This design comes from an exercise in tuning for small area, a short achievable clock period and few clock cycles per item on the open sky130 flow, not from production work. Function was checked by simulation only, so behaviour that the tests miss may differ from the original. No activity file was given, so power comes from the tool's default toggle rates.

===== config.mk =====
export PLATFORM = sky130hd
export DESIGN_NAME = idfor_enc32
export DESIGN_NICKNAME = idfor_enc32
export VERILOG_FILES = /design/flow/design.v
export SDC_FILE = /design/flow/constraint.sdc
export NUM_CORES = 4
export LEC_CHECK = 0
export ABC_CLOCK_PERIOD_IN_PS = 4000
export CAP_MARGIN = 20
export CORE_MARGIN = 2
export CORE_UTILIZATION = 60
export CTS_CLUSTER_DIAMETER = 80
export CTS_CLUSTER_SIZE = 20
export SLEW_MARGIN = 20
export SYNTH_MEMORY_MAX_BITS = 8192

===== constraint.sdc =====
create_clock -name core_clock -period 12.0 [get_ports {clk}]
set_input_delay 2.4000 -clock core_clock [delete_from_list [all_inputs] [get_ports {clk}]]
set_output_delay 2.4000 -clock core_clock [all_outputs]
set_load 0.01 [all_outputs]

===== design.v =====
module idfor_enc32 (
    input  wire        clk,
    input  wire        rst,
    input  wire        cmd_valid,
    output wire        cmd_ready,
    input  wire [27:0] cmd_n,
    input  wire [1:0]  cmd_sel,
    input  wire        in_valid,
    output wire        in_ready,
    input  wire [31:0] in_data,
    output wire        out_valid,
    input  wire        out_ready,
    output wire [31:0] out_data,
    output wire        out_last
);
    localparam integer R     = 164;      
    localparam integer K     = 2;        
    localparam integer GRES  = 3;        
    localparam [6:0]   ATAIL = 7'd64;    
    reg        f_act;
    reg [27:0] f_left;
    reg        cmd_rdy_r, in_rdy_r;
    reg        xv0, xv1;
    reg [32:0] xd0, xd1;            
    assign cmd_ready = cmd_rdy_r;
    assign in_ready  = in_rdy_r;
    wire        cmd_go = cmd_valid & cmd_rdy_r;
    wire        in_go  = in_valid & in_rdy_r;
    wire        x_push = cmd_go | in_go;
    wire [32:0] x_new  = cmd_go ? {1'b1, 2'b00, cmd_sel, cmd_n} : {1'b0, in_data};
    wire        x_pop;
    wire [1:0]  xcnt   = {1'b0, xv0} + {1'b0, xv1};
    wire [1:0]  xcnt_n = xcnt + {1'b0, x_push} - {1'b0, x_pop};
    wire        f_act_n = cmd_go ? 1'b1 : ((in_go && f_left == 28'd1) ? 1'b0 : f_act);
    always @(posedge clk) begin
        if (rst) begin
            f_act     <= 1'b0;
            f_left    <= 28'd0;
            cmd_rdy_r <= 1'b0;
            in_rdy_r  <= 1'b0;
            xv0       <= 1'b0;
            xv1       <= 1'b0;
        end else begin
            f_act <= f_act_n;
            if (cmd_go)
                f_left <= cmd_n;
            else if (in_go)
                f_left <= f_left - 28'd1;
            cmd_rdy_r <= ~f_act_n & (xcnt_n != 2'd2);
            in_rdy_r  <=  f_act_n & (xcnt_n != 2'd2);
            if (x_pop) begin
                if (xv1) begin
                    xd0 <= xd1;
                    xv1 <= x_push;
                    if (x_push) xd1 <= x_new;
                end else begin
                    xv0 <= x_push;
                    if (x_push) xd0 <= x_new;
                end
            end else if (x_push) begin
                if (!xv0) begin
                    xv0 <= 1'b1;
                    xd0 <= x_new;
                end else begin
                    xv1 <= 1'b1;
                    xd1 <= x_new;
                end
            end
        end
    end
    reg        dv, dh;
    reg [31:0] dd, prev;
    reg [3:0]  dm;               
    wire [31:0] x_d = xd0[31:0] - prev;
    wire       d_take;
    assign x_pop = xv0 & (~dv | d_take);
    always @(posedge clk) begin
        if (rst)
            dv <= 1'b0;
        else if (x_pop) begin
            dv <= 1'b1;
            dh <= xd0[32];
            if (xd0[32]) begin
                dd   <= xd0[31:0];
                prev <= 32'd0;
            end else begin
                dd   <= x_d;
                prev <= xd0[31:0];
                dm   <= {|x_d[31:28], |x_d[31:21], |x_d[31:14], |x_d[31:7]};
            end
        end else if (d_take)
            dv <= 1'b0;
    end
    reg  [33*R-1:0] ring;                        
    wire [32:0]     r_out = ring[33*R-1 -: 33];  
    reg [7:0] ph;            
    reg [7:0] wp;            
    reg [7:0] fp;            
    reg [7:0] cp;            
    reg [8:0] occ;           
    reg [8:0] cav;           
    wire [7:0] ph_n = (ph == R - 1) ? 8'd0 : ph + 8'd1;
    reg [20:0] w_nblk;
    reg [27:0] w_ntail;
    reg [6:0]  w_idx;
    reg        w_pat;
    reg [3:0]  w_holes;
    reg [6:0]  w_A;
    reg [31:0] ref_w;
    wire       w_inblk = (w_idx != 7'd0);
    wire       w_slot  = (ph == wp) || (occ == 9'd0);
    wire       w_room  = (occ != R);
    wire       d_blk   = ~dh & (w_nblk != 21'd0);
    wire [6:0] d_bits  = dh ? 7'd32 : dm[3] ? 7'd40 : dm[2] ? 7'd32 : dm[1] ? 7'd24 : dm[0] ? 7'd16 : 7'd8;
    wire [6:0] A_e     = (w_A >= 7'd32) ? (w_A - 7'd32) : w_A;
    wire [7:0] A_sum   = {1'b0, A_e} + {1'b0, d_bits};
    wire       credit_ok = (A_sum <= 8'd64);
    wire [7:0] A_up    = (A_sum + 8'd31) & 8'hE0;
    reg w_adv, w_wr;
    always @* begin
        w_adv = 1'b0;
        w_wr  = 1'b0;
        if (w_slot && w_room) begin
            if (w_holes != 4'd0)
                w_adv = 1'b1;
            else if (dv) begin
                w_adv = 1'b1;
                w_wr  = d_blk ? 1'b1 : credit_ok;
            end else if (!w_inblk && occ != 9'd0)
                w_adv = 1'b1;
        end
    end
    assign d_take = w_wr;
    wire [1:0] dsel = dd[29:28];
    wire       hist_go = w_wr & d_blk & (w_idx == 7'd127);
    always @(posedge clk) begin
        if (rst) begin
            w_nblk  <= 21'd0;
            w_ntail <= 28'd0;
            w_idx   <= 7'd0;
            w_holes <= 4'd0;
            w_A     <= 7'd0;
            w_pat   <= 1'b0;
        end else if (w_adv) begin
            if (w_holes != 4'd0) begin
                w_holes <= w_holes - 4'd1;
                w_A     <= A_e;
            end else if (w_wr) begin
                if (dh) begin
                    w_nblk  <= (dsel == 2'd3) ? 21'd0 : dd[27:7];
                    w_ntail <= (dsel == 2'd3) ? dd[27:0]
                             : (dsel == 2'd2) ? 28'd0 : {21'd0, dd[6:0]};
                    w_pat   <= (dsel == 2'd0) || (dsel == 2'd2);
                    w_holes <= ((dsel != 2'd3) && (dd[27:7] != 21'd0)) ? 4'd2 : 4'd0;
                    w_A     <= A_sum[6:0];
                    w_idx   <= 7'd0;
                end else if (d_blk) begin
                    w_idx <= w_idx + 7'd1;
                    if (w_idx == 7'd0 || $signed(dd) < $signed(ref_w))
                        ref_w <= dd;
                    if (w_idx == 7'd127) begin
                        w_nblk  <= w_nblk - 21'd1;
                        w_holes <= GRES + ((w_nblk != 21'd1) ? 4'd2 : 4'd0);
                        w_A     <= ATAIL;
                    end
                end else begin
                    w_ntail <= w_ntail - 28'd1;
                    w_A     <= (w_ntail == 28'd1) ? A_up[6:0] : A_sum[6:0];
                end
            end else
                w_A <= A_e;
        end
    end
    reg         hs1, h_run, vv, pcv, pcv_d, h_pat;
    reg [127:0] pcr;             
    reg [3:0]   h_k;
    reg [31:0]  ref_h;
    reg [255:0] hv8;             
    reg [223:0] cntr;            
    reg [31:0]  M;               
    integer j, c2, j2, c3, j4;
    reg [255:0] hv8_n;
    always @* begin
        for (j = 0; j < 8; j = j + 1)
            hv8_n[32 * j +: 32] = ring[33 * (128 - 16 * j) +: 32] - ref_h;
    end
    function [31:0] thermg;
        input [31:0] v;
        input [7:0]  gr;
        reg   [7:0]  gs;             
        integer k, i;
        begin
            gs[7] = 1'b0;
            gs[6] = gr[7];
            gs[5] = gr[7] | gr[6];
            gs[4] = gr[7] | gr[6] | gr[5];
            gs[3] = (gr[7] | gr[6]) | (gr[5] | gr[4]);
            gs[2] = (gr[7] | gr[6]) | (gr[5] | gr[4] | gr[3]);
            gs[1] = (gr[7] | gr[6] | gr[5]) | (gr[4] | gr[3] | gr[2]);
            gs[0] = (gr[7] | gr[6] | gr[5] | gr[4]) | (gr[3] | gr[2] | gr[1]);
            for (k = 0; k < 8; k = k + 1) begin
                thermg[4 * k + 3] = gs[k] | v[4 * k + 3];
                thermg[4 * k + 2] = gs[k] | v[4 * k + 3] | v[4 * k + 2];
                thermg[4 * k + 1] = gs[k] | v[4 * k + 3] | v[4 * k + 2] | v[4 * k + 1];
                thermg[4 * k]     = gs[k] | gr[k];
            end
        end
    endfunction
    reg [31:0]  th [0:7];
    reg [223:0] cntr_n;
    reg [127:0] pc_n;
    reg [31:0]  M_n;
    reg [31:0]  vor;
    reg [1:0]   pa, pb, pc2, pd;
    reg [2:0]   pab, pcd;
    reg [3:0]   pc;
    always @* begin
        vor = 32'd0;
        for (j2 = 0; j2 < 8; j2 = j2 + 1) begin
            th[j2] = thermg(hv8[32 * j2 +: 32], hg8[8 * j2 +: 8]);
            vor = vor | th[j2];
        end
        M_n = M | vor;
        for (c2 = 0; c2 < 32; c2 = c2 + 1) begin
            pa  = {1'b0, th[0][c2]} + {1'b0, th[1][c2]};
            pb  = {1'b0, th[2][c2]} + {1'b0, th[3][c2]};
            pc2 = {1'b0, th[4][c2]} + {1'b0, th[5][c2]};
            pd  = {1'b0, th[6][c2]} + {1'b0, th[7][c2]};
            pab = {1'b0, pa} + {1'b0, pb};
            pcd = {1'b0, pc2} + {1'b0, pd};
            pc  = {1'b0, pab} + {1'b0, pcd};
            pc_n[4 * c2 +: 4] = vv ? pc : 4'd0;
            cntr_n[7 * c2 +: 7] = cntr[7 * c2 +: 7] + {3'd0, pcr[4 * c2 +: 4]};
        end
    end
    reg [63:0] hg8;              
    always @(posedge clk) begin
        hv8 <= hv8_n;
        pcr <= pc_n;
        for (j = 0; j < 64; j = j + 1)
            hg8[j] <= |hv8_n[4 * j +: 4];
        if (rst) begin
            hs1   <= 1'b0;
            h_run <= 1'b0;
            vv    <= 1'b0;
            pcv   <= 1'b0;
            pcv_d <= 1'b0;
        end else begin
            hs1  <= hist_go;
            vv   <= h_run;
            pcv   <= vv;
            pcv_d <= pcv;
            if (hs1) begin
                ref_h <= ref_w;
                h_pat <= w_pat;
                h_run <= 1'b1;
                h_k   <= 4'd0;
                cntr  <= 224'd0;
                M     <= 32'd0;
            end else begin
                if (h_run) begin
                    h_k <= h_k + 4'd1;
                    if (h_k == 4'd15) h_run <= 1'b0;
                end
                if (vv)
                    M    <= M_n;
                cntr <= cntr_n;
            end
        end
    end
    wire h_fin = pcv_d & ~pcv;
    reg  [5:0]  mb_M;
    always @* begin
        mb_M = 6'd0;
        for (c3 = 0; c3 < 32; c3 = c3 + 1)
            if (M[c3]) mb_M = c3[5:0] + 6'd1;
    end
    localparam [2:0] CS_IDLE = 3'd0, CS_SCAN = 3'd1, CS_D1 = 3'd2, CS_D2 = 3'd3, CS_D3 = 3'd4;
    reg  [2:0]  cs;
    reg  [5:0]  mbr;
    reg  [2:0]  g;
    reg  [8:0]  best;
    reg  [5:0]  bsel;
    reg  [6:0]  ebest;
    reg         s0v, s1v, s2v;
    reg  [23:0] s0c, s1c;        
    reg  [27:0] s0e, s1e;        
    reg  [23:0] s0k;             
    reg  [51:0] s1p;             
    reg  [35:0] s1a;             
    reg  [8:0]  s2k0, s2k1;      
    reg  [6:0]  s2e0, s2e1;
    reg  [5:0]  s2c0, s2c1;
    reg         res_v;
    reg [23:0] s0c_n, s0k_n;
    reg [27:0] s0e_n;
    reg [5:0]  cand;
    always @* begin
        for (j4 = 0; j4 < 4; j4 = j4 + 1) begin
            cand = {1'b0, g, 2'b00} + (6'd3 - j4[5:0]);
            s0c_n[6 * j4 +: 6] = cand;
            s0e_n[7 * j4 +: 7] = cntr[7 * cand +: 7];
            s0k_n[6 * j4 +: 6] = mbr - cand;
        end
    end
    reg [51:0] s1p_n;
    reg [35:0] s1a_n;
    reg [6:0]  e1;
    always @* begin
        for (j4 = 0; j4 < 4; j4 = j4 + 1) begin
            e1 = s0e[7 * j4 +: 7];
            s1p_n[13 * j4 +: 13] = {6'd0, e1} * {7'd0, s0k[6 * j4 +: 6]};
            s1a_n[9 * j4 +: 9]   = {1'b0, s0c[6 * j4 +: 6], 2'b00}
                                 + {4'd0, e1[6:2]} + {8'd0, |e1[1:0]};
        end
    end
    reg [35:0] k2;
    reg [6:0]  e2;
    reg [12:0] p2;
    always @* begin
        for (j4 = 0; j4 < 4; j4 = j4 + 1) begin
            e2 = s1e[7 * j4 +: 7];
            p2 = s1p[13 * j4 +: 13];
            k2[9 * j4 +: 9] = s1a[9 * j4 +: 9] + {1'b0, p2[12:5]} + {8'd0, |p2[4:0]};
        end
    end
    wire        w01  = k2[17:9] < k2[8:0];
    wire        w23  = k2[35:27] < k2[26:18];
    wire        wq   = s2k1 < s2k0;
    wire [8:0]  kq   = wq ? s2k1 : s2k0;
    wire [6:0]  eq   = wq ? s2e1 : s2e0;
    wire [5:0]  cq   = wq ? s2c1 : s2c0;
    wire        res_take;        
    always @(posedge clk) begin
        if (rst) begin
            cs    <= CS_IDLE;
            s0v   <= 1'b0;
            s1v   <= 1'b0;
            s2v   <= 1'b0;
            res_v <= 1'b0;
        end else begin
            if (res_take) res_v <= 1'b0;
            s1v  <= s0v;
            s2v  <= s1v;
            s1c  <= s0c;
            s1e  <= s0e;
            s1p  <= s1p_n;
            s1a  <= s1a_n;
            s2k0 <= w01 ? k2[17:9] : k2[8:0];
            s2e0 <= w01 ? s1e[13:7] : s1e[6:0];
            s2c0 <= w01 ? s1c[11:6] : s1c[5:0];
            s2k1 <= w23 ? k2[35:27] : k2[26:18];
            s2e1 <= w23 ? s1e[27:21] : s1e[20:14];
            s2c1 <= w23 ? s1c[23:18] : s1c[17:12];
            if (s2v && kq < best) begin
                best  <= kq;
                bsel  <= cq;
                ebest <= eq;
            end
            s0v <= 1'b0;
            case (cs)
                CS_IDLE: if (h_fin) begin
                    mbr   <= mb_M;
                    best  <= {1'b0, mb_M, 2'b00};
                    bsel  <= mb_M;
                    ebest <= 7'd0;
                    g     <= (mb_M - 6'd1) >> 2;
                    if (h_pat && mb_M != 6'd0)
                        cs <= CS_SCAN;
                    else
                        res_v <= 1'b1;
                end
                CS_SCAN: begin
                    s0c <= s0c_n;
                    s0e <= s0e_n;
                    s0k <= s0k_n;
                    s0v <= 1'b1;
                    g   <= g - 3'd1;
                    if (g == 3'd0) cs <= CS_D1;
                end
                CS_D1: cs <= CS_D2;
                CS_D2: cs <= CS_D3;
                default: begin
                    res_v <= 1'b1;
                    cs    <= CS_IDLE;
                end
            endcase
        end
    end
    reg  [63:0] acc;
    reg  [6:0]  cnt;
    reg  [6:0]  lastpos;
    reg         ov, sv;              
    reg  [31:0] od, sd;
    reg         ol, sl;
    assign out_valid = ov;
    assign out_data  = od;
    assign out_last  = ol;
    wire        emit_i = (cnt >= 7'd32) && !(ov && sv);
    wire [6:0]  cnt_e  = emit_i ? (cnt - 7'd32) : cnt;
    wire [63:0] acc_e  = emit_i ? {32'd0, acc[63:32]} : acc;
    wire        w_last = (lastpos == 7'd32);
    wire [6:0]  lastpos_e = (emit_i && lastpos != 7'd0) ? (lastpos - 7'd32) : lastpos;
    localparam [2:0] EK_RAW = 3'd0, EK_LOW = 3'd1, EK_HIP = 3'd3,
                     EK_POS0 = 3'd4, EK_POS1 = 3'd5, EK_HIW = 3'd6;
    reg         ev;
    reg  [2:0]  ek;
    reg  [39:0] eval;
    reg  [5:0]  ew;
    reg         ealign, elast;
    reg  [6:0]  eidx;
    reg         eexc;                
    reg  [31:0] maskb;               
    reg         tq_v;                
    reg  [2:0]  tq_k;
    reg  [39:0] tq_val;
    reg  [5:0]  tq_w;
    reg         tq_align, tq_last, tq_exc;
    reg  [6:0]  tq_idx, tq_lim, tq_lim32;
    reg  [6:0]  elim, elim32;        
    reg  [5:0]  cb, cmb;
    reg  [6:0]  ce;
    reg  [31:0] cref;
    reg         c_slow, c_lastsec;
    reg  [63:0] posbuf;
    reg  [31:0] hiacc;
    reg  [5:0]  hcnt;
    reg  [6:0]  xc;                  
    reg  [127:0] flags;              
    reg  [6:0]  pcnt;
    reg  [4:0]  pnext;               
    wire [31:0] ev32   = eval[31:0];
    wire [31:0] mask_b = maskb;
    wire [5:0]  whi    = cmb - cb;
    wire [31:0] hv     = (cb >= 6'd32) ? 32'd0 : (ev32 >> cb);
    reg  [39:0] p_val;
    reg  [6:0]  p_w;
    reg         p_align, p_last;
    always @* begin
        p_val   = 40'd0;
        p_w     = 7'd0;
        p_align = 1'b0;
        p_last  = 1'b0;
        case (ek)
            EK_RAW: begin
                p_val = eval; p_w = {1'b0, ew};
                p_align = ealign; p_last = elast;
            end
            EK_LOW: begin
                p_val = {8'd0, ev32 & mask_b}; p_w = {1'b0, cb};
                p_last = elast;
            end
            EK_HIP: begin
                p_val = {8'd0, hv}; p_w = eexc ? {1'b0, whi} : 7'd0;
                p_align = ealign; p_last = elast;
            end
            EK_POS0: begin
                p_val = {8'd0, posbuf[31:0]}; p_w = 7'd32;
            end
            EK_POS1: begin
                p_val = {8'd0, posbuf[63:32]}; p_w = 7'd32;
            end
            default: begin
                p_val = {8'd0, hiacc}; p_w = 7'd32; p_last = elast;
            end
        endcase
    end
    wire        e_fits  = emit_i ? (cnt <= elim32) : (cnt <= elim);
    wire        push    = ev & e_fits;
    wire        e_acc   = ~tq_v;
    wire [7:0]  cnt_p   = {1'b0, cnt_e} + {1'b0, p_w};
    wire [7:0]  cnt_pa  = p_align ? ((cnt_p + 8'd31) & 8'hE0) : cnt_p;
    wire [63:0] p_sh    = {24'd0, p_val} << cnt_e;
    wire        e_elem  = (ek == EK_LOW) || (ek == EK_HIP);
    always @(posedge clk) begin
        if (rst) begin
            acc     <= 64'd0;
            cnt     <= 7'd0;
            lastpos <= 7'd0;
            ov      <= 1'b0;
            sv      <= 1'b0;
        end else begin
            if (push) begin
                acc <= acc_e | p_sh;
                cnt <= cnt_pa[6:0];
                lastpos <= p_last ? cnt_pa[6:0] : lastpos_e;
            end else begin
                acc <= acc_e;
                cnt <= cnt_e;
                lastpos <= lastpos_e;
            end
            if (ov && out_ready) begin
                if (sv) begin
                    od <= sd;
                    ol <= sl;
                    sv <= 1'b0;
                end else if (emit_i) begin
                    od <= acc[31:0];
                    ol <= w_last;
                end else
                    ov <= 1'b0;
            end else if (emit_i) begin
                if (!ov) begin
                    ov <= 1'b1;
                    od <= acc[31:0];
                    ol <= w_last;
                end else begin
                    sv <= 1'b1;
                    sd <= acc[31:0];
                    sl <= w_last;
                end
            end
        end
    end
    localparam [1:0] CX_HDR = 2'd0, CX_BLK = 2'd1, CX_TAIL = 2'd2;
    localparam [1:0] PS_LOW = 2'd0, PS_HI = 2'd2;
    localparam [2:0] SQ_IDLE = 3'd0, SQ_REF = 3'd1, SQ_POS0 = 3'd2, SQ_POS1 = 3'd3,
                     SQ_HIW = 3'd4, SQ_PWAIT = 3'd5, SQ_PF = 3'd6;
    reg  [7:0]  phc;             
    reg  [1:0]  c_exp;
    reg  [1:0]  c_pass;
    reg  [20:0] c_nblk;
    reg  [27:0] c_ntail;
    reg  [6:0]  c_idx;
    reg         c_descdone;
    reg  [7:0]  c_base;
    reg  [2:0]  sq;
    wire [32:0] r_c   = ring[33 * (R - 1 - K) +: 33];
    wire        c_at  = (phc == cp) && (cav != 9'd0);
    wire        c_vld = r_c[32];
    wire [31:0] c_d   = r_c[31:0];
    wire        c_holdblk = c_slow && (c_pass == PS_LOW);
    wire        r_lastsec = (c_nblk == 21'd1) && (c_ntail == 28'd0);
    wire [31:0] c_v   = c_d - cref;
    reg         sa_v;                
    reg  [31:0] sa_val;
    wire        sa_exc = ((sa_val & ~maskb) != 32'd0);
    reg  [6:0]  sa_idx;
    wire        desc_go = (sq == SQ_IDLE) && (c_exp == CX_BLK) && (c_pass == PS_LOW)
                        && (c_idx == 7'd0) && !c_descdone && res_v && e_acc;
    assign res_take = desc_go;
    reg c_adv, c_take, c_jump, c_free;
    always @* begin
        c_adv  = 1'b0;
        c_take = 1'b0;
        c_jump = 1'b0;
        c_free = 1'b0;
        if (c_at) begin
            if (!c_vld) begin
                c_adv  = 1'b1;
                c_free = 1'b1;
            end else if (e_acc && sq == SQ_IDLE) begin
                case (c_exp)
                    CX_BLK: if (c_descdone) begin
                        c_take = 1'b1;
                        c_adv  = 1'b1;
                        c_free = ~c_holdblk;
                        c_jump = c_holdblk && (c_idx == 7'd127);
                    end
                    default: begin
                        c_take = 1'b1;
                        c_adv  = 1'b1;
                        c_free = 1'b1;
                    end
                endcase
            end
        end
    end
    wire        m0 = |c_d[31:7];
    wire        m1 = |c_d[31:14];
    wire        m2 = |c_d[31:21];
    wire        m3 = |c_d[31:28];
    wire [39:0] c_vb  = {4'd0, c_d[31:28], m3, c_d[27:21], m2, c_d[20:14],
                         m1, c_d[13:7], m0, c_d[6:0]};
    wire [2:0]  c_nb  = 3'd1 + {2'b0, m0} + {2'b0, m1} + {2'b0, m2} + {2'b0, m3};
    wire [1:0]  h_sel = c_d[29:28];
    wire [20:0] h_nblk  = (h_sel == 2'd3) ? 21'd0 : c_d[27:7];
    wire [27:0] h_ntail = (h_sel == 2'd3) ? c_d[27:0]
                        : (h_sel == 2'd2) ? 28'd0 : {21'd0, c_d[6:0]};
    wire        blk_end = c_take && (c_exp == CX_BLK) && (c_idx == 7'd127)
                        && (!c_slow || c_pass == PS_HI);
    wire [1:0]  exp_after_blk = (c_nblk != 21'd1) ? CX_BLK
                              : ((c_ntail != 28'd0) ? CX_TAIL : CX_HDR);
    reg [4:0]  pf_g;
    reg        pf_any;
    reg [31:0] pf_val;
    reg [2:0]  pf_n;
    reg        pr_v;                 
    reg [4:0]  pr_g;
    reg [3:0]  pr_f;
    integer q;
    always @* begin
        pf_g   = 5'd0;
        pf_any = 1'b0;
        for (q = 31; q >= 0; q = q - 1)
            if ((|flags[4 * q +: 4]) && q[4:0] >= pnext) begin
                pf_g   = q[4:0];
                pf_any = 1'b1;
            end
        pf_val = 32'd0;
        pf_n   = 3'd0;
        for (q = 0; q < 4; q = q + 1)
            if (pr_f[q]) begin
                pf_val = pf_val | ({24'd0, 1'b0, pr_g, q[1:0]} << {pf_n, 3'b000});
                pf_n   = pf_n + 3'd1;
            end
    end
    wire        pf_scan = (sq == SQ_PF) && (!pr_v || (e_acc && !desc_go));
    wire [6:0]  pf_cnt = pcnt + {4'd0, pf_n};
    wire [5:0]  d_whi  = mbr - bsel;
    reg  [5:0]  d_wmax;              
    always @* begin
        case (ebest[3:0])
            4'd0, 4'd1: d_wmax = 6'd32;
            4'd2:       d_wmax = 6'd16;
            4'd3:       d_wmax = 6'd10;
            4'd4:       d_wmax = 6'd8;
            4'd5:       d_wmax = 6'd6;
            4'd6:       d_wmax = 6'd5;
            default:    d_wmax = 6'd4;
        endcase
    end
    wire        d_fast = (ebest <= 7'd8) && (d_whi <= d_wmax);
    always @(posedge clk) begin
        if (rst) begin
            phc        <= K;
            c_exp      <= CX_HDR;
            c_pass     <= PS_LOW;
            c_nblk     <= 21'd0;
            c_ntail    <= 28'd0;
            c_idx      <= 7'd0;
            c_descdone <= 1'b0;
            sq         <= SQ_IDLE;
            c_slow     <= 1'b0;
            xc         <= 7'd0;
            sa_v       <= 1'b0;
        end else begin
            phc <= (phc == R - 1) ? 8'd0 : phc + 8'd1;
            sa_v <= 1'b0;
            if (c_take && c_exp == CX_BLK) begin
                if (c_pass == PS_LOW) begin
                    sa_v   <= 1'b1;
                    sa_val <= c_v;
                    sa_idx <= c_idx;
                end else begin
                    if (c_idx == 7'd127)
                        xc <= 7'd0;
                    else if (n_exc)
                        xc <= xc + 7'd1;
                end
            end
            if (sa_v) begin
                flags[sa_idx] <= sa_exc;
                if (sa_exc && !c_slow) begin
                    posbuf[8 * xc[2:0] +: 8] <= {1'b0, sa_idx};
                    hiacc <= hiacc | (((cb >= 6'd32) ? 32'd0 : (sa_val >> cb)) << hcnt);
                    hcnt  <= hcnt + whi;
                end
                if (sa_idx == 7'd127)
                    xc <= 7'd0;
                else if (sa_exc)
                    xc <= xc + 7'd1;
            end
            if (pf_scan) begin
                pr_v  <= pf_any;
                pr_g  <= pf_g;
                pr_f  <= flags[4 * pf_g +: 4];
                pnext <= pf_g + 5'd1;
            end
            if (desc_go) begin
                sq     <= SQ_REF;
            end else if (sq == SQ_PWAIT) begin
                pcnt  <= 7'd0;
                pnext <= 5'd0;
                pr_v  <= 1'b0;
                if (!ev && !tq_v) sq <= SQ_PF;
            end else if (sq != SQ_IDLE && e_acc) begin
                case (sq)
                    SQ_REF: begin
                        cb     <= bsel;
                        cmb    <= mbr;
                        ce     <= ebest;
                        cref   <= ref_h;
                        maskb  <= (bsel >= 6'd32) ? 32'hFFFFFFFF : ((32'd1 << bsel) - 32'd1);
                        c_slow <= ~d_fast;
                        c_lastsec <= r_lastsec;
                        posbuf <= 64'd0;
                        hiacc  <= 32'd0;
                        hcnt   <= 6'd0;
                        xc     <= 7'd0;
                        c_descdone <= 1'b1;
                        sq    <= SQ_IDLE;
                    end
                    SQ_POS0: sq <= (ce > 7'd4) ? SQ_POS1 : SQ_HIW;
                    SQ_POS1: sq <= SQ_HIW;
                    SQ_HIW:  sq <= SQ_IDLE;
                    default: if (pr_v) begin   
                        pcnt   <= pf_cnt;
                        if (pf_cnt == ce) sq <= SQ_IDLE;
                    end
                endcase
            end else if (c_take) begin
                case (c_exp)
                    CX_HDR: begin
                        c_nblk  <= h_nblk;
                        c_ntail <= h_ntail;
                        c_exp   <= (h_nblk != 21'd0) ? CX_BLK : CX_TAIL;
                        c_idx   <= 7'd0;
                        c_pass  <= PS_LOW;
                        c_descdone <= 1'b0;
                    end
                    CX_TAIL: begin
                        c_ntail <= c_ntail - 28'd1;
                        if (c_ntail == 28'd1) c_exp <= CX_HDR;
                    end
                    default: begin
                        c_idx  <= c_idx + 7'd1;
                        if (c_idx == 7'd0 && c_pass == PS_LOW)
                            c_base <= cp;
                        if (c_idx == 7'd127) begin
                            if (blk_end) begin
                                c_pass     <= PS_LOW;
                                c_descdone <= 1'b0;
                                c_nblk     <= c_nblk - 21'd1;
                                c_exp      <= exp_after_blk;
                                if (!c_slow && ce != 7'd0) sq <= SQ_POS0;
                            end else begin
                                c_pass <= PS_HI;
                                sq     <= SQ_PWAIT;
                            end
                        end
                    end
                endcase
            end
        end
    end
    reg         n_load;
    reg  [2:0]  n_k;
    reg  [39:0] n_val;
    reg  [5:0]  n_w;
    reg         n_align, n_last, n_exc;
    reg  [6:0]  n_lim, n_lim32;
    always @* begin
        n_load  = 1'b0;
        n_k     = EK_RAW;
        n_val   = {8'd0, c_d};
        n_w     = 6'd32;
        n_lim   = 7'd32;
        n_lim32 = 7'd64;
        n_align = 1'b0;
        n_last  = 1'b0;
        n_exc   = 1'b0;
        if (desc_go) begin
            n_load = 1'b1;
            n_val  = {8'd0, 9'd0, ebest, 2'b00, mbr, 2'b00, bsel};
        end else if (sq == SQ_PWAIT) begin
        end else if (sq != SQ_IDLE && e_acc) begin
            n_load = 1'b1;
            case (sq)
                SQ_REF: begin
                    n_val  = {8'd0, ref_h};
                    n_last = r_lastsec && (bsel == 6'd0) && (ebest == 7'd0);
                end
                SQ_POS0: n_k = EK_POS0;
                SQ_POS1: n_k = EK_POS1;
                SQ_HIW: begin
                    n_k    = EK_HIW;
                    n_last = c_lastsec;
                end
                default: begin
                    n_load  = pr_v;
                    n_val   = {8'd0, pf_val};
                    n_w     = {pf_n, 3'b000};
                    n_lim   = 7'd64 - {1'b0, pf_n, 3'b000};
                    n_lim32 = 7'd96 - {1'b0, pf_n, 3'b000};
                    n_align = (pf_cnt == ce);
                end
            endcase
        end else if (c_take) begin
            n_load = 1'b1;
            case (c_exp)
                CX_HDR: ;
                CX_TAIL: begin
                    n_val   = c_vb;
                    n_w     = {c_nb, 3'b000};
                    n_lim   = 7'd64 - {1'b0, c_nb, 3'b000};
                    n_lim32 = 7'd96 - {1'b0, c_nb, 3'b000};
                    n_align = (c_ntail == 28'd1);
                    n_last  = (c_ntail == 28'd1);
                end
                default: begin
                    n_k     = (c_pass == PS_LOW) ? EK_LOW : EK_HIP;
                    n_val   = {8'd0, c_v};
                    n_exc   = (c_pass == PS_HI) && flags[c_idx];
                    n_align = (c_pass == PS_HI) && n_exc && (xc == ce - 7'd1);
                    n_lim   = 7'd64 - {1'b0, (c_pass == PS_LOW) ? cb : whi};
                    n_lim32 = 7'd96 - {1'b0, (c_pass == PS_LOW) ? cb : whi};
                    n_last  = (c_pass == PS_LOW)
                            ? (c_lastsec && (ce == 7'd0) && (cb != 6'd0) && (c_idx == 7'd127))
                            : (c_lastsec && n_exc && (xc == ce - 7'd1));
                end
            endcase
        end
    end
    always @(posedge clk) begin
        if (rst) begin
            ev   <= 1'b0;
            tq_v <= 1'b0;
        end else begin
            if (!ev || push) begin
                if (tq_v) begin
                    ev <= 1'b1;
                    ek <= tq_k; eval <= tq_val; ew <= tq_w; ealign <= tq_align;
                    elast <= tq_last; eidx <= tq_idx; eexc <= tq_exc;
                    elim <= tq_lim; elim32 <= tq_lim32;
                    tq_v <= n_load;
                end else begin
                    ev <= n_load;
                end
                if (!tq_v && n_load) begin
                    ek <= n_k; eval <= n_val; ew <= n_w; ealign <= n_align;
                    elast <= n_last; eidx <= c_idx; eexc <= n_exc;
                    elim <= n_lim; elim32 <= n_lim32;
                end
            end else if (n_load)
                tq_v <= 1'b1;
            if (n_load && (tq_v || (ev && !push))) begin
                tq_k <= n_k; tq_val <= n_val; tq_w <= n_w; tq_align <= n_align;
                tq_last <= n_last; tq_idx <= c_idx; tq_exc <= n_exc;
                tq_lim <= n_lim; tq_lim32 <= n_lim32;
            end
        end
    end
    wire [32:0] port_in = w_adv ? {w_wr, w_wr ? dd : r_out[31:0]} : r_out;
    always @(posedge clk)
        ring <= {ring[33 * (R - 1) - 1:0], port_in};
    always @(posedge clk) begin
        if (rst) begin
            ph  <= 8'd0;
            wp  <= 8'd0;
            fp  <= 8'd0;
            cp  <= 8'd0;
            occ <= 9'd0;
            cav <= 9'd0;
        end else begin
            ph <= ph_n;
            if (occ == 9'd0) begin
                wp  <= ph_n;
                fp  <= w_adv ? ph : ph_n;
                cp  <= w_adv ? ph : ph_n;
                occ <= {8'd0, w_adv};
                cav <= {8'd0, w_adv};
            end else begin
                if (w_adv) wp <= ph_n;
                if (c_free) fp <= (fp == R - 1) ? 8'd0 : fp + 8'd1;
                if (c_jump)
                    cp <= c_base;
                else if (c_adv)
                    cp <= (cp == R - 1) ? 8'd0 : cp + 8'd1;
                occ <= occ + {8'd0, w_adv} - {8'd0, c_free};
                cav <= cav + {8'd0, w_adv} - {8'd0, c_adv} + (c_jump ? 9'd128 : 9'd0);
            end
        end
    end
endmodule

===== run.sh =====
#!/bin/bash
# synth_recipe.tcl (not shown) runs the flow's synth.tcl, then flattens the netlist and writes it again
# the make line also repeats each setting of config.mk as NAME=value (left out here)
make -C /OpenROAD-flow-scripts/flow DESIGN_CONFIG=/design/flow/config.mk WORK_HOME=/design/flow/orfs CLKGATE_MAP_FILE= SYNTH_SCRIPT=/design/flow/synth_recipe.tcl finish

==> results_dict.tcl, run 1 <==
set metrics [dict create \
    status "finished clean" \
    ys_types 97 \
    drive_above_1_share_pct 7.06 \
    track_usage_pct 27.7 \
    routed_via_density 5.61 \
    routabilityCongestion 0.966 \
    yosysWarnings 2 \
    io_pins 103 \
    fin_setup_tns_ps 0 \
    syn_area_um2 237000 \
    worstPathRequired_ps 12860 \
    fp-row-count 230 \
    finClkSkew_ps 72.6 \
    gr-total-overflow 0 \
    syn_nets 19800 \
    syn2layout_area_growth_pct 8.07 \
    clock.fmax_mhz 172 \
    worstMarginPinSlew_ps 1170 \
    firstDrtPassIters 8 \
    synth_edf_count 1256 \
    final-setup-viol-count 0 \
    endpoint_kind "flip-flop" \
    vias 135000 \
    critical_path_class "reg -> reg" \
    rsz0062_at_grt "no" \
    cts_resized 0 \
    antenna_found_initial 81 \
    nNetsFinal 19900 \
    cts_tree "yes" \
    drt-total-wl_um 562000 \
    synth_seq_cells 7367 \
    hold_viol_final 0 \
    drt_iter0_drc 13100 \
    die_width_um 632 \
    critPathBufInv 4 \
    min_path_cells 0 \
    synth_ff_type "dfxtp_1" \
    slowest_stage "edfxtp_1" \
    dpl.hpwl_um 408000 \
    numClockSinks 7367 \
    post_cts_buffers 0 \
    cts_made_buffers 418 \
    min_path_type "reg -> reg" \
    wl_per_cell_um 23.3 \
    fin_crit_ps 5800 \
    powerDensity_nw_per_um2 189 \
    critPathMaxFanout 9 \
    avgSynthCellArea_um2 12.8 \
    critPathTopFamily "adder cells" \
    worst_ep_arrival_time_ps 6660 \
    dieArea_um2 399000 \
    yosysSeqAreaShare_pct 67.6 \
    crit_top_cell "inv_1" \
    hold_ws_ps 298 \
    clk_pin_slew_worst_paths_ps 90 \
    cap_viol_max_count 0 \
    start_kind "flip-flop" \
    crit_chain "inv_1 > fa_1 > inv_1 > ha_1 > inv_1 > ha_1 > a21oi_1 > inv_1 > ha_1 > nor2b_1 > o21ai_0 > xor2_1 > xnor2_1 > or4_1 > nor4_1 > a211oi_1 > a21oi_1 > nand4_1 > o2111a_1" \
    cts_hold_buf 0 \
    slew_violations 0 \
    htree_levels 5 \
    fp.dieH_um 632 \
    syn_inst 18500 \
    coreArea_um2 393000 \
    async_flop_share_pct 0 \
    grt_pass1_wl_um 828000 \
    cp.depth 19 \
    clkLatencyLatePin_ps 1010 \
    start_util_pct 60.3 \
    max_stage_delay_ps 730 \
    cts_buffer_depth 4 \
    postRouteAntennaNets 0 \
    grt_pass1_vias 128000 \
    slew_headroom_pct 20.6 \
    cts_root_buffer "clkbuf_16" \
    numPortBuffers 102 \
    grt_max_degree 150 \
    ir_drop_mv 0.225 \
    finalCritPeriodShare_pct 48.3 \
    r2r_cells 19 \
    p_leak_nw 101 \
    drc_errors 0 \
]
cell type report:
cell class	instances	area, um^2
inverters	854	3210
clock buffers	532	11100
multi-input cells	9737	71400
well taps	5220	6530
fillers	29400	137000
flip-flops and latches	7367	160000
clock inverters	53	785
diodes	18	45.0
repair buffers	298	2550
worst reg2reg max path, cell delays in order, from the launching register on:
cell and delay [ps]:
edfxtp_1 730, inv_1 180, fa_1 680, inv_1 110, ha_1 230, inv_1 60, ha_1 220, a21oi_1 450
inv_1 100, ha_1 330, nor2b_1 160, o21ai_0 190, xor2_1 250, xnor2_1 80, or4_1 410, nor4_1 530
a211oi_1 150, a21oi_1 470, nand4_1 160, o2111a_1 190
layer usage:
layer,wire length [um],GRT usage [%],vias up
met5,46,0,-
li1,-,-,63900
met1,259000,41.4,65700
met4,17600,7.97,8
met2,247000,42.4,4659
met3,38100,3.56,912
synthesized netlist by cell type (all sizes together) (250+ instances only):
cell type  number  area share, %
dfxtp        6111             52
a21o          250           0.79
edfxtp       1256             16
xnor2         414            1.5
o21ai         588            1.2
clkbuf        481           0.76
nor3          323           0.68
fa            275            2.3
a21oi         799            1.7
ha            880            4.7
nor2b         320           0.85
mux2          263            1.3
nor2         1277            2.0
mux2i         281            1.2
xor2          256           0.95
nand2        1175            1.9
inv           843            1.3
final timing paths:
kind / startpoint / endpoint / slack, ps
setup / recovery: pr_f[2]$_DFFE_PP_ / sq[1]$_SDFFE_PN0P_ / 6200
hold / removal: ring[3890]$_DFF_P_ / ring[3923]$_DFF_P_ / 300
setup reg to reg: pr_f[2]$_DFFE_PP_ / sq[1]$_SDFFE_PN0P_ / 6200
hold reg to reg: ring[3890]$_DFF_P_ / ring[3923]$_DFF_P_ / 300
sequential cells by signal, summed over array words and instances, names as in the netlist, 33 cells and up:
signal,count
hg8,64
tq_val,36
s1p,52
eval,36
posbuf,64
flags,128
hv8,192
cntr,224
xd0,33
xd1,33
pcr,128
acc,64
ring,5412
cell families after synthesis:
family | after synthesis | synth area share, %
flops | 7367 | 67.6
compound gates | 2792 | 7.54
xor+xnor | 670 | 2.48
simple gates | 4391 | 8.84
fa+ha+maj | 1155 | 6.98
buf+inv | 1424 | 2.31
mux | 729 | 4.20
cells in the final DEF, fill, tap and decap left out, types with 100 or more instances in the layout:
cell | netlist | final
a211oi_1 | 127 | 124
a21o_1 | 250 | 250
a21oi_1 | 797 | 791
a22oi_1 | 129 | 129
a31oi_1 | 124 | 122
and2_1 | 215 | 215
buf_4 | 5 | 191
clkbuf_1 | 478 | 100
clkbuf_16 | 0 | 429
clkdlybuf4s50_1 | 0 | 101
dfxtp_1 | 6111 | 6106
edfxtp_1 | 1256 | 1256
fa_1 | 275 | 275
ha_1 | 880 | 880
inv_1 | 839 | 840
mux2_2 | 263 | 263
mux2i_1 | 280 | 280
mux4_2 | 185 | 185
nand2_1 | 1175 | 1173
nand2b_1 | 154 | 154
nand3_1 | 242 | 241
nor2_1 | 1277 | 1272
nor2b_1 | 320 | 316
nor3_1 | 323 | 317
nor4_1 | 131 | 126
o21a_1 | 100 | 100
o21ai_0 | 580 | 579
o22ai_1 | 106 | 106
or2_2 | 108 | 108
or3_1 | 138 | 137
xnor2_1 | 414 | 414
xor2_1 | 256 | 256
stage by stage:
stage               cell area (um^2)  setup WS [ps]  util (%)  std cells  power, mW
detailed placement            244000           6470      62.1      23500       34.4
floorplan                     237000           1600         -      18500       32.1
global placement              244000           6550      62.1      23500       34.4
global route                  256000           5960      65.1      24100       50.3
finish                        256000           6200      65.1      24100       48.4
CTS                           256000           6390      65.1      24100       48.6
power by group:
group	leakage [nW]	switching [mW]	total, mW	internal, mW
logic	34.8	4.37	6.89	2.52
registers	60.7	0.790	27.2	26.4
clock network	5.78	7.71	14.3	6.61
Testbench counts, summed over its fixed seeds: cycles 41,774, elements 35,051.
==> inputs of run 2 (changes only) <==
--- a/design.v
+++ b/design.v
@@ -427,7 +427,6 @@
     reg  [5:0]  hcnt;
     reg  [6:0]  xc;                  
     reg  [127:0] flags;              
-    reg  [6:0]  pcnt;
     reg  [4:0]  pnext;               
     wire [31:0] ev32   = eval[31:0];
     wire [31:0] mask_b = maskb;
@@ -588,6 +587,9 @@
     reg        pr_v;                 
     reg [4:0]  pr_g;
     reg [3:0]  pr_f;
+    reg [2:0]  pr_n;                 
+    reg [6:0]  prem;                 
+    reg [2:0]  sc_n;
     integer q;
     always @* begin
         pf_g   = 5'd0;
@@ -597,6 +599,8 @@
                 pf_g   = q[4:0];
                 pf_any = 1'b1;
             end
+        sc_n   = {2'b0, flags[4 * pf_g]} + {2'b0, flags[4 * pf_g + 1]}
+               + {2'b0, flags[4 * pf_g + 2]} + {2'b0, flags[4 * pf_g + 3]};
         pf_val = 32'd0;
         pf_n   = 3'd0;
         for (q = 0; q < 4; q = q + 1)
@@ -606,7 +610,7 @@
             end
     end
     wire        pf_scan = (sq == SQ_PF) && (!pr_v || (e_acc && !desc_go));
-    wire [6:0]  pf_cnt = pcnt + {4'd0, pf_n};
+    wire        pf_last = ({4'd0, pr_n} == prem);
     wire [5:0]  d_whi  = mbr - bsel;
     reg  [5:0]  d_wmax;              
     always @* begin
@@ -665,12 +669,13 @@
                 pr_v  <= pf_any;
                 pr_g  <= pf_g;
                 pr_f  <= flags[4 * pf_g +: 4];
+                pr_n  <= sc_n;
                 pnext <= pf_g + 5'd1;
             end
             if (desc_go) begin
                 sq     <= SQ_REF;
             end else if (sq == SQ_PWAIT) begin
-                pcnt  <= 7'd0;
+                prem  <= ce;
                 pnext <= 5'd0;
                 pr_v  <= 1'b0;
                 if (!ev && !tq_v) sq <= SQ_PF;
@@ -695,8 +700,8 @@
                     SQ_POS1: sq <= SQ_HIW;
                     SQ_HIW:  sq <= SQ_IDLE;
                     default: if (pr_v) begin   
-                        pcnt   <= pf_cnt;
-                        if (pf_cnt == ce) sq <= SQ_IDLE;
+                        prem   <= prem - {4'd0, pr_n};
+                        if (pf_last) sq <= SQ_IDLE;
                     end
                 endcase
             end else if (c_take) begin
@@ -770,10 +775,10 @@
                 default: begin
                     n_load  = pr_v;
                     n_val   = {8'd0, pf_val};
-                    n_w     = {pf_n, 3'b000};
-                    n_lim   = 7'd64 - {1'b0, pf_n, 3'b000};
-                    n_lim32 = 7'd96 - {1'b0, pf_n, 3'b000};
-                    n_align = (pf_cnt == ce);
+                    n_w     = {pr_n, 3'b000};
+                    n_lim   = 7'd64 - {1'b0, pr_n, 3'b000};
+                    n_lim32 = 7'd96 - {1'b0, pr_n, 3'b000};
+                    n_align = pf_last;
                 end
             endcase
         end else if (c_take) begin
==> run 2 against run 1 <==
Clock power about the same. Maximum frequency decreased by 10%. Design area increased by 0.48%. Sequential share of layout area decreased by 0.27 points. Clock-buffer cell count shrank 13. Combinational power down about 10%. Power is 2.3% lower. Synthesized area rose by 0.45%. Via count increased by 0.92%. Cell count rose by 0.76%. Clock skew decreased by 7.9 ps. Critical path type unchanged.
==> results_dict.tcl, run 2 <==
set metrics [dict create \
    finClkSkew_ps 64.7 \
    min_path_cells 0 \
    dpl.hpwl_um 405000 \
    routabilityCongestion 0.953 \
    routed_via_density 5.62 \
    worst_ep_arrival_time_ps 7170 \
    slowest_stage "edfxtp_1" \
    mostFrequentLayoutCell "dfxtp_1" \
    synth.most_common_cell "dfxtp_1" \
    regMostFlops "ring" \
    rr_endpoint "pr_n[1]$_DFFE_PP_" \
    drive_above_1_share_pct 7.39 \
    drc_errors 0 \
    min_path_type "reg -> reg" \
    clk_pin_slew_worst_paths_ps 80 \
    fp.dieH_um 633 \
    ys_top_cells_by_count "6111 x dfxtp_1, 1272 x nor2_1, 1259 x edfxtp_1" \
    endpoint_kind "flip-flop" \
    coreArea_um2 395000 \
    synthTopCellsByArea "dfxtp_1 51%, edfxtp_1 16%, ha_1 4.6%, fa_1 2.3%, nor2_1 2.0%" \
    slew_headroom_pct 18.5 \
    htree_levels 5 \
    status "finished clean" \
    cts_resized 0 \
    p_leak_nw 102 \
    numPortBuffers 102 \
    cp-startpoint "pnext[1]$_DFFE_PN_" \
    cap_viol_max_count 0 \
    fin_setup_tns_ps 0 \
    ir_drop_mv 0.174 \
    avgSynthCellArea_um2 12.7 \
    grt_pass1_vias 130000 \
    worstMarginPinSlew_ps 1210 \
    crit_chain "nand3_1 > a21oi_1 > o21ai_0 > a211oi_1 > o211ai_1 > a32oi_4 > buf_4 > mux2_2 > nor3_1 > a221o_1 > a311oi_1 > or4b_1 > fa_1 > ha_1 > ha_1" \
    largestRegisters "ring (5412), cntr (224), hv8 (192)" \
    die_width_um 633 \
    wl_per_cell_um 23.4 \
    powerDensity_nw_per_um2 184 \
    ff2ff_setup_slack_ps 5550 \
    hold_viol_final 0 \
    crit_end "pr_n[1]$_DFFE_PP_" \
    final_cell_mix "6106 x dfxtp_1, 1261 x nor2_1, 1259 x edfxtp_1" \
    firstDrtPassIters 9 \
    syn_inst 18700 \
    start_kind "flip-flop" \
    nNetsFinal 20100 \
    cts_tree "yes" \
    yosysSeqAreaShare_pct 67.4 \
    finalCritPeriodShare_pct 53.8 \
    drt-total-wl_um 567000 \
    post_cts_buffers 0 \
    r2r_cells 15 \
    fp-row-count 231 \
    start_util_pct 60.2 \
    postRouteAntennaNets 0 \
    fill_cells 29400 \
    critPathBufInv 1 \
    synth_ff_type "dfxtp_1" \
    antenna_found_initial 53 \
    syn_nets 19900 \
    rr_startpoint "pnext[1]$_DFFE_PN_" \
    track_usage_pct 27.9 \
    grt_pass1_wl_um 836000 \
    cts_buffer_depth 4 \
    async_flop_share_pct 0 \
    final-setup-viol-count 0 \
    drt_iter0_drc 13500 \
    rsz0062_at_grt "no" \
    synth_top_cell_area_share_pct 51.5 \
    worstPathRequired_ps 12720 \
    yosysWarnings 2 \
    gr-total-overflow 0 \
    max_stage_delay_ps 1010 \
    syn2layout_area_growth_pct 8.11 \
    clkLatencyLatePin_ps 1010 \
    vias 136000 \
    clock.fmax_mhz 155 \
    largest_reg_flops 5412 \
    dieArea_um2 401000 \
    io_pins 103 \
    fin_area_um2 257000 \
    fin_crit_ps 6450 \
    synth_seq_cells 7370 \
    cts_hold_buf 0 \
    numClockSinks 7370 \
    ys_types 107 \
    critPathTopFamily "compound AO/OA/AOI/OAI gates" \
    cp.depth 15 \
    hold_ws_ps 282 \
    placed_cell_area_um2 245000 \
    cts_root_buffer "clkbuf_16" \
    slew_violations 0 \
    critPathMaxFanout 48 \
    synth_top_cell_by_area "dfxtp_1" \
    cts_made_buffers 417 \
    grt_max_degree 99 \
    syn_area_um2 238000 \
    synth_edf_count 1259 \
    critical_path_class "reg -> reg" \
    crit_top_cell "ha_1" \
]
[run 2: cell count changes after synthesis, sizes merged, moves of 26 or more]
cell    change
xnor2      -35
inv        +45
nor3       +26
or3        +28
a32oi      +49
a211oi     -26
nand2      +45
o21a       +28
a22oi      -48
mux2i      -63
mux2       +39
[run 2: where the power goes]
| part | switching (mW) | leakage, nW | internal, mW |
|---|---|---|---|
| sequential | 0.560 | 60.7 | 26.2 |
| clock | 7.78 | 5.76 | 6.53 |
| combinational | 3.98 | 35.2 | 2.22 |
| total | 12.3 | 102 | 35.0 |
[run 2: layout make-up]
class                           instances  area (um^2)  share of cell area (%)
Timing Repair Buffer                  339         2820                    1.10
Multi-Input combinational cell       9825        72100                    28.1
Sequential cell                      7370       160000                    62.3
Clock buffer                          519        11000                    4.27
Inverter                              894         3360                    1.31
Antenna cell                           20         50.0                  0.0195
Clock inverter                         54          936                   0.364
Tap cell                             5242         6560                    2.55
[run 2: routing by layer]
metal	wire length, um	share of wire, %	GRT usage, %
met1	249000	44	39.1
met2	252000	45	43.5
met3	36900	6.5	3.75
met4	28200	5.0	12.1
met5	51	0.0090	0
[run 2: cells by family after synthesis]
| kind of cell | share of synthesized area [%] |
|---|---|
| compound gates | 7.62 |
| xor+xnor | 2.38 |
| fa+ha+maj | 6.95 |
| buf+inv | 2.42 |
| flops | 67.4 |
| mux | 4.18 |
| simple gates | 9.07 |
[run 2: worst register-to-register path: cells and delay by family (launching register included)]
family	cells	cell delay (ps)
compound gates	7	2030
simple gates	3	1080
buf+inv	1	660
flops	1	1010
fa+ha+maj	3	970
mux	1	470
[run 2: how the worst min path moves through the flow]
stage | from | to | slack, ps
after floorplan | ring[967]$_DFF_P_ | ring[1000]$_DFF_P_ | 310
final | ring[1330]$_DFF_P_ | ring[1363]$_DFF_P_ | 280
after global placement | ring[4606]$_DFF_P_ | ring[4639]$_DFF_P_ | 310
after CTS | ring[4904]$_DFF_P_ | ring[4937]$_DFF_P_ | 270
after detailed placement | ring[1046]$_DFF_P_ | ring[1079]$_DFF_P_ | 310
after global routing | ring[4805]$_DFF_P_ | ring[4838]$_DFF_P_ | 270
[run 2: metrics by stage]
stage	power, mW	setup slack, ps	std cells	util, %
2_1_floorplan	31.3	1330	18700	-
3_3_place_gp	33.4	5630	23700	62.0
3_5_place_dp	33.4	5620	23700	62.0
4_1_cts	47.5	5690	24200	65.0
5_1_grt	49.0	5320	24200	65.0
6_report	47.3	5550	24300	65.0
Testbench counts of run 2, summed over its fixed seeds: cycles 41,774, elements 35,051.
==> inputs of run 3 (changes only) <==
--- a/design.v
+++ b/design.v
@@ -587,9 +587,8 @@
     reg        pr_v;                 
     reg [4:0]  pr_g;
     reg [3:0]  pr_f;
-    reg [2:0]  pr_n;                 
+    wire [2:0] pr_n = {2'b0, pr_f[0]} + {2'b0, pr_f[1]} + {2'b0, pr_f[2]} + {2'b0, pr_f[3]};
     reg [6:0]  prem;                 
-    reg [2:0]  sc_n;
     integer q;
     always @* begin
         pf_g   = 5'd0;
@@ -599,8 +598,6 @@
                 pf_g   = q[4:0];
                 pf_any = 1'b1;
             end
-        sc_n   = {2'b0, flags[4 * pf_g]} + {2'b0, flags[4 * pf_g + 1]}
-               + {2'b0, flags[4 * pf_g + 2]} + {2'b0, flags[4 * pf_g + 3]};
         pf_val = 32'd0;
         pf_n   = 3'd0;
         for (q = 0; q < 4; q = q + 1)
@@ -669,7 +666,6 @@
                 pr_v  <= pf_any;
                 pr_g  <= pf_g;
                 pr_f  <= flags[4 * pf_g +: 4];
-                pr_n  <= sc_n;
                 pnext <= pf_g + 5'd1;
             end
             if (desc_go) begin
==> run 3 against run 2 <==
Die area fell by 0.82%. Sequential power barely moved. Design area fell by 0.86%. Hold slack improved by 22 ps. Cell count fell by 0.62%. Setup slack improved by 780 ps. Clock skew fell by 5.1 ps. Utilization barely moved. Highest routed layer unchanged. Synthesized area fell by 0.83%.
==> results_dict.tcl, run 3 <==
set metrics [dict create \
    status "finished clean" \
    largest_reg_flops 5412 \
    avgSynthCellArea_um2 12.7 \
    die_width_um 631 \
    htree_levels 5 \
    ys_types 103 \
    antenna_found_initial 46 \
    cts_root_buffer "clkbuf_16" \
    synth_edf_count 1256 \
    regMostFlops "ring" \
    grt_pass1_vias 129000 \
    placed_cell_area_um2 243000 \
    largestRegisters "ring (5412), cntr (224), hv8 (192)" \
    routed_via_density 5.60 \
    min_path_type "reg -> reg" \
    place_ws_ps 6500 \
    fin_crit_ps 5670 \
    cts_resized 0 \
    clkLatencyLatePin_ps 1020 \
    slew_violations 0 \
    hold_viol_final 0 \
    synth_top_family_by_area "simple AND/OR/NAND/NOR gates" \
    worst_ep_arrival_time_ps 6530 \
    io_pins 103 \
    synth_top_cell_by_area "dfxtp_1" \
    slowest_stage "o311ai_1" \
    drt-total-wl_um 564000 \
    clk_pin_slew_worst_paths_ps 90 \
    worstMarginPinSlew_ps 1190 \
    drc_errors 0 \
    grt_max_degree 121 \
    crit_chain "buf_4 > inv_1 > ha_1 > nor2b_1 > o31a_1 > o311ai_1 > nand3_1 > a21oi_1 > o31a_1 > o211ai_1 > a31oi_1 > o21bai_1 > a2111oi_0 > nor3_1 > xnor2_1 > or4_1" \
    synth.most_common_cell "dfxtp_1" \
    p_leak_nw 101 \
    syn_area_um2 236000 \
    rsz0062_at_grt "no" \
    powerDensity_nw_per_um2 182 \
    ir_drop_mv 0.172 \
    numPlacedInstances 23500 \
    routabilityCongestion 0.971 \
    fin_area_um2 255000 \
    fin_setup_tns_ps 0 \
    dpl.hpwl_um 406000 \
    synth-xor-area-share_pct 2.44 \
    cts_tree "yes" \
    worstPathRequired_ps 12860 \
    syn2layout_area_growth_pct 8.07 \
    endpoint_kind "flip-flop" \
    crit_top_cell "o31a_1" \
    synthTopCellsByArea "dfxtp_1 52%, edfxtp_1 16%, ha_1 4.7%, fa_1 2.3%, nand2_1 2.0%" \
    max_stage_delay_ps 610 \
    finalCritPeriodShare_pct 47.3 \
    async_flop_share_pct 0 \
    syn_inst 18600 \
    numClockSinks 7367 \
    synth_top_cell_area_share_pct 51.9 \
    yosys.area_share.simple_pct 9.08 \
    critPathMaxFanout 9 \
    cts_hold_buf 0 \
    finClkSkew_ps 59.6 \
    synth_mux_area_share_pct 3.85 \
    wl_per_cell_um 23.4 \
    post_cts_buffers 0 \
    finalNonFillerCells 24100 \
    nNetsFinal 20000 \
    numPortBuffers 102 \
    grt_pass1_wl_um 834000 \
    start_util_pct 60.2 \
    dieArea_um2 398000 \
    postRouteAntennaNets 0 \
    track_usage_pct 28.0 \
    fp-row-count 230 \
    synth-compound-area-share_pct 7.43 \
    drt_iter0_drc 12900 \
    synthAdderAreaFrac_pct 7.02 \
    gr-total-overflow 0 \
    cap_viol_max_count 0 \
    yosysSeqAreaShare_pct 67.9 \
    syn_nets 19800 \
    drive_above_1_share_pct 6.49 \
    final_cell_mix "6104 x dfxtp_1, 1271 x nand2_1, 1256 x edfxtp_1" \
    start_kind "flip-flop" \
    yosysWarnings 2 \
    clock.fmax_mhz 176 \
    ys_top_cells_by_count "6111 x dfxtp_1, 1272 x nand2_1, 1264 x nor2_1" \
    critical_path_class "reg -> reg" \
    cts_buffer_depth 4 \
    firstDrtPassIters 8 \
    final-setup-viol-count 0 \
    vias 135000 \
    synth_seq_cells 7367 \
    slew_headroom_pct 20.2 \
    mostFrequentLayoutCell "dfxtp_1" \
    fp.dieH_um 631 \
    fin_ws_ps 6330 \
    coreArea_um2 392000 \
    synth_ff_type "dfxtp_1" \
    cts_made_buffers 418 \
]
[run 3: cell count changes in the layout (fill, tap and decap cells not counted), sizes merged, moves of 23 or more]
cell,change
mux4,-26
nand2,+52
o21ai,+99
a211oi,+23
mux2i,+66
inv,-58
a21oi,+50
o21a,-40
a32oi,-25
nor3,+26
buf,-39
mux2,-74
[run 3: per-layer routing]
metal	wire length [um]	part of all wire, %	GRT usage (%)
met5	27	0.0048	0
met4	26500	4.7	11.5
met3	33700	6.0	3.27
met2	251000	45	43.8
met1	252000	45	39.8
[run 3: power by group]
part	internal (mW)	switching (mW)	leakage, nW
clock network	6.62	7.71	5.78
logic	1.90	3.32	34.2
registers	26.2	0.672	60.7
total	34.8	11.7	101
[run 3: worst paths after layout]
kind / from / endpoint / slack, ps / cells after the start
max: ref_h[1]$_DFFE_PP_ / hg8[55]$_DFF_P_ / 6330 / 16
min: ring[5247]$_DFF_P_ / ring[5280]$_DFF_P_ / 300 / 0
max reg2reg: ref_h[1]$_DFFE_PP_ / hg8[55]$_DFF_P_ / 6330 / 16
min reg2reg: ring[5247]$_DFF_P_ / ring[5280]$_DFF_P_ / 300 / 0
[run 3: cell families (layout without fill, tap and decap cells)]
kind of cell | after synthesis | after routing
DFF | 7367 | 7367
xor gates and xnor gates | 656 | 656
buffers and inverters | 1402 | 1704
AOI/OAI and AO/OA | 2790 | 2790
other | 0 | 22
muxes | 674 | 674
adders and majority gates | 1156 | 1156
and+or+nand+nor | 4524 | 4524
[run 3: layout make-up]
cell class                      instances  area, um^2
Clock inverter                         48         820
Timing Repair Buffer                  300        2520
Tap cell                             5220        6530
Antenna cell                           22        55.1
Inverter                              841        3160
Multi-Input combinational cell       9800       70500
Fill cell                           29300      137000
Sequential cell                      7367      160000
Clock buffer                          515       11100
[run 3: metrics by stage]
stage	hold slack, ps	util (%)	power (mW)
detailed placement	312	62.0	32.6
global route	292	65.0	48.2
finish	304	65.0	46.5
CTS	286	65.0	46.7
floorplan	310	-	30.8
global placement	309	62.0	32.5
[run 3: worst max-delay path, delay by kind of cell (launching register included)]
family | cells | cell delay [ps]
xor+xnor | 1 | 160
fa+ha+maj | 1 | 310
simple gates | 4 | 1070
compound gates | 8 | 2970
buf+inv | 2 | 580
flops | 1 | 430
Testbench counts of run 3, summed over its fixed seeds: cycles 41,774, elements 35,051.
==> inputs of run 4 (changes only) <==
--- a/config.mk
+++ b/config.mk
@@ -8,7 +8,7 @@
 export ABC_CLOCK_PERIOD_IN_PS = 4000
 export CAP_MARGIN = 20
 export CORE_MARGIN = 2
-export CORE_UTILIZATION = 60
+export CORE_UTILIZATION = 66
 export CTS_CLUSTER_DIAMETER = 80
 export CTS_CLUSTER_SIZE = 20
 export SLEW_MARGIN = 20
==> run 4 against run 3 <==
Power increased by 0.74%. Still clean. Global-route usage increased by 4.5 points. Largest power group unchanged. Critical path depth decreased by 3.
==> results_dict.tcl, run 4 <==
set metrics [dict create \
    status "finished clean" \
    ir_drop_mv 0.180 \
    yosysSeqAreaShare_pct 67.9 \
    regMostFlops "ring" \
    syn_area_um2 236000 \
    yosysWarnings 2 \
    fp.dieH_um 602 \
    ys_types 103 \
    drt_iter0_drc 14800 \
    synth.most_common_cell "dfxtp_1" \
    crit_chain "nor4_1 > nand2_1 > nand2_1 > a22oi_1 > or3_1 > a2111oi_0 > a21o_1 > or2_2 > buf_4 > mux2i_1 > mux2i_1 > a2111oi_0 > a21oi_1" \
    largestRegisters "ring (5412), cntr (224), hv8 (192)" \
    endpoint_kind "flip-flop" \
    hold_viol_final 0 \
    cap_viol_max_count 0 \
    max_stage_delay_ps 870 \
    routabilityCongestion 0.977 \
    wl_per_cell_um 25.3 \
    drive_above_1_share_pct 6.33 \
    coreArea_um2 356000 \
    die_width_um 602 \
    gr-total-overflow 0 \
    htree_levels 5 \
    nNetsFinal 19900 \
    cts_buffer_depth 4 \
    sw_frac_of_total_pct 25.9 \
    routed_via_density 5.85 \
    antenna_found_initial 56 \
    synth_seq_cells 7367 \
    power.net_switching_mw 12.1 \
    cts_resized 0 \
    yosys.area_share.simple_pct 9.08 \
    final_cell_mix "6104 x dfxtp_1, 1271 x nand2_1, 1256 x edfxtp_1" \
    p_leak_nw 101 \
    final-setup-viol-count 0 \
    io_pins 103 \
    track_usage_pct 32.4 \
    async_flop_share_pct 0 \
    firstDrtPassIters 19 \
    drt-total-wl_um 598000 \
    synth_top_cell_area_share_pct 51.9 \
    p_int_mw 34.7 \
    fin_setup_tns_ps 0 \
    combPwrFrac_pct 11.2 \
    vias 138000 \
    critPathTopFamily "simple AND/OR/NAND/NOR gates" \
    post_cts_buffers 0 \
    clk_pin_slew_worst_paths_ps 90 \
    syn_inst 18600 \
    powerDensity_nw_per_um2 184 \
    seqCellArea_um2 160000 \
    fin_crit_ps 5860 \
    slew_headroom_pct 19.5 \
    fill_cells 23700 \
    dpl.hpwl_um 404000 \
    ys_top_cells_by_count "6111 x dfxtp_1, 1272 x nand2_1, 1264 x nor2_1" \
    start_util_pct 66.3 \
    grt_pass1_vias 137000 \
    grt_pass1_wl_um 880000 \
    clkLatencyLatePin_ps 1040 \
    fp-row-count 219 \
    synth_mux_area_share_pct 3.85 \
    numPortBuffers 102 \
    synth-compound-area-share_pct 7.43 \
    cts_hold_buf 0 \
    worstPathRequired_ps 12710 \
    syn_nets 19800 \
    power.share.sequential_pct 57.6 \
    synth_ff_type "dfxtp_1" \
    grt_max_degree 197 \
    cts_made_buffers 415 \
    synthTopCellsByArea "dfxtp_1 52%, edfxtp_1 16%, ha_1 4.7%, fa_1 2.3%, nand2_1 2.0%" \
    worstMarginPinSlew_ps 1200 \
    critical_path_class "reg -> reg" \
    hold_ws_ps 260 \
    rsz0062_at_grt "no" \
    syn2layout_area_growth_pct 7.77 \
    clockPowerShare_pct 31.1 \
    avgSynthCellArea_um2 12.7 \
    finalCritPeriodShare_pct 48.8 \
    slew_violations 0 \
    cts_root_buffer "clkbuf_16" \
    synth_top_family_by_area "simple AND/OR/NAND/NOR gates" \
    critPathBufInv 1 \
    synth_top_cell_by_area "dfxtp_1" \
    min_path_type "reg -> reg" \
    worst_ep_arrival_time_ps 6570 \
    dieArea_um2 362000 \
    finClkSkew_ps 87.0 \
    largest_reg_flops 5412 \
    synth_edf_count 1256 \
    clock.fmax_mhz 171 \
    cts_tree "yes" \
    postRouteAntennaNets 0 \
    critPathMaxFanout 34 \
    drc_errors 0 \
    synthAdderAreaFrac_pct 7.02 \
    mostFrequentLayoutCell "dfxtp_1" \
    synth-xor-area-share_pct 2.44 \
    slowest_stage "nor4_1" \
    start_kind "flip-flop" \
    multi_input_area_um2 70500 \
    numClockSinks 7367 \
]
## run 4: area by class of cell
| class | count | area share (%) |
|---|---|---|
| Sequential cell | 7367 | 63.0 |
| Multi-Input combinational cell | 9800 | 27.7 |
| Clock buffer | 514 | 4.30 |
| Tap cell | 4751 | 2.34 |
| Inverter | 841 | 1.25 |
| Timing Repair Buffer | 280 | 0.949 |
| Clock inverter | 53 | 0.382 |
| Antenna cell | 35 | 0.0345 |
## run 4: kinds of logic (layout without fill, tap and decap cells)
| family | after synthesis | count (layout) |
|---|---|---|
| and+or+nand+nor | 4524 | 4524 |
| other | 0 | 35 |
| adders and majority gates | 1156 | 1156 |
| buffers and inverters | 1402 | 1688 |
| AOI/OAI and AO/OA | 2790 | 2790 |
| xor gates and xnor gates | 656 | 656 |
| muxes | 674 | 674 |
| DFF | 7367 | 7367 |
## run 4: final timing paths
check	slack (ps)	cells after the start	from	to
max reg2reg	6140	13	flags[76]$_DFFE_PP_	pr_f[3]$_DFFE_PP_
min reg2reg	260	0	ring[2154]$_DFF_P_	ring[2187]$_DFF_P_
max	6140	13	flags[76]$_DFFE_PP_	pr_f[3]$_DFFE_PP_
min	260	0	ring[2154]$_DFF_P_	ring[2187]$_DFF_P_
## run 4: power groups by stage
stage / combinational [mW] / clock [mW] / sequential [mW]
finish: 5.25 / 14.6 / 27.0
CTS: 5.13 / 14.8 / 27.0
global placement: 5.07 / 0 / 27.5
floorplan: 3.65 / 0 / 27.1
global route: 5.70 / 15.6 / 27.1
detailed placement: 5.10 / 0 / 27.5
## run 4: metrics by stage
stage	instances	instance area [um^2]	power [mW]	setup WS (ps)	util (%)
6_report	23600	254000	46.8	6140	71.4
5_1_grt	23600	254000	48.3	5910	71.4
4_1_cts	23600	254000	46.9	6320	71.4
3_5_place_dp	23000	242000	32.6	6320	68.0
3_3_place_gp	23000	242000	32.5	6350	68.0
2_1_floorplan	18600	236000	30.8	2480	-
## run 4: layer usage
metal  up-vias  GRT usage [%]  part of all wire, %
li1      63800              -                    -
met4        18           15.9                  5.7
met3      1358           4.51                  7.4
met5         -              0                0.023
met1     67500           44.2                   41
met2      5725           51.4                   46

==> port drivers added, routing unchanged <==
The results above use ideal ports. As a check the final layouts listed here were re-extracted and re-timed, cells and wires unchanged. Step 1: set_driving_cell puts a clkbuf_16 on clk and a buf_2 on each other input, an assumption about the parent block. Step 2 also shifts input and output timing later by t, the mid clock arrival at the registers, as if the neighbouring blocks saw the same clock. a / b / c = no drivers / after step 1 / after step 2; a / b = the first two.
| run | shift t [ns] | slack for setup (ns) | worst setup path after step 2 |
|---|---|---|---|
| run 1 | 1.082 | 6.199 / 6.199 / 6.199 | register to register |
| run 2 | 1.090 | 5.546 / 5.546 / 5.380 | input to register |
| run 3 | 1.098 | 6.326 / 6.326 / 6.326 | register to register |
| run 4 | 1.115 | 6.142 / 6.142 / 6.142 | register to register |
After both steps every run listed still meets setup and hold. The setup slack of run 2, which loses most, moves by 0.000 ns with the drivers and by -0.166 ns with both steps.
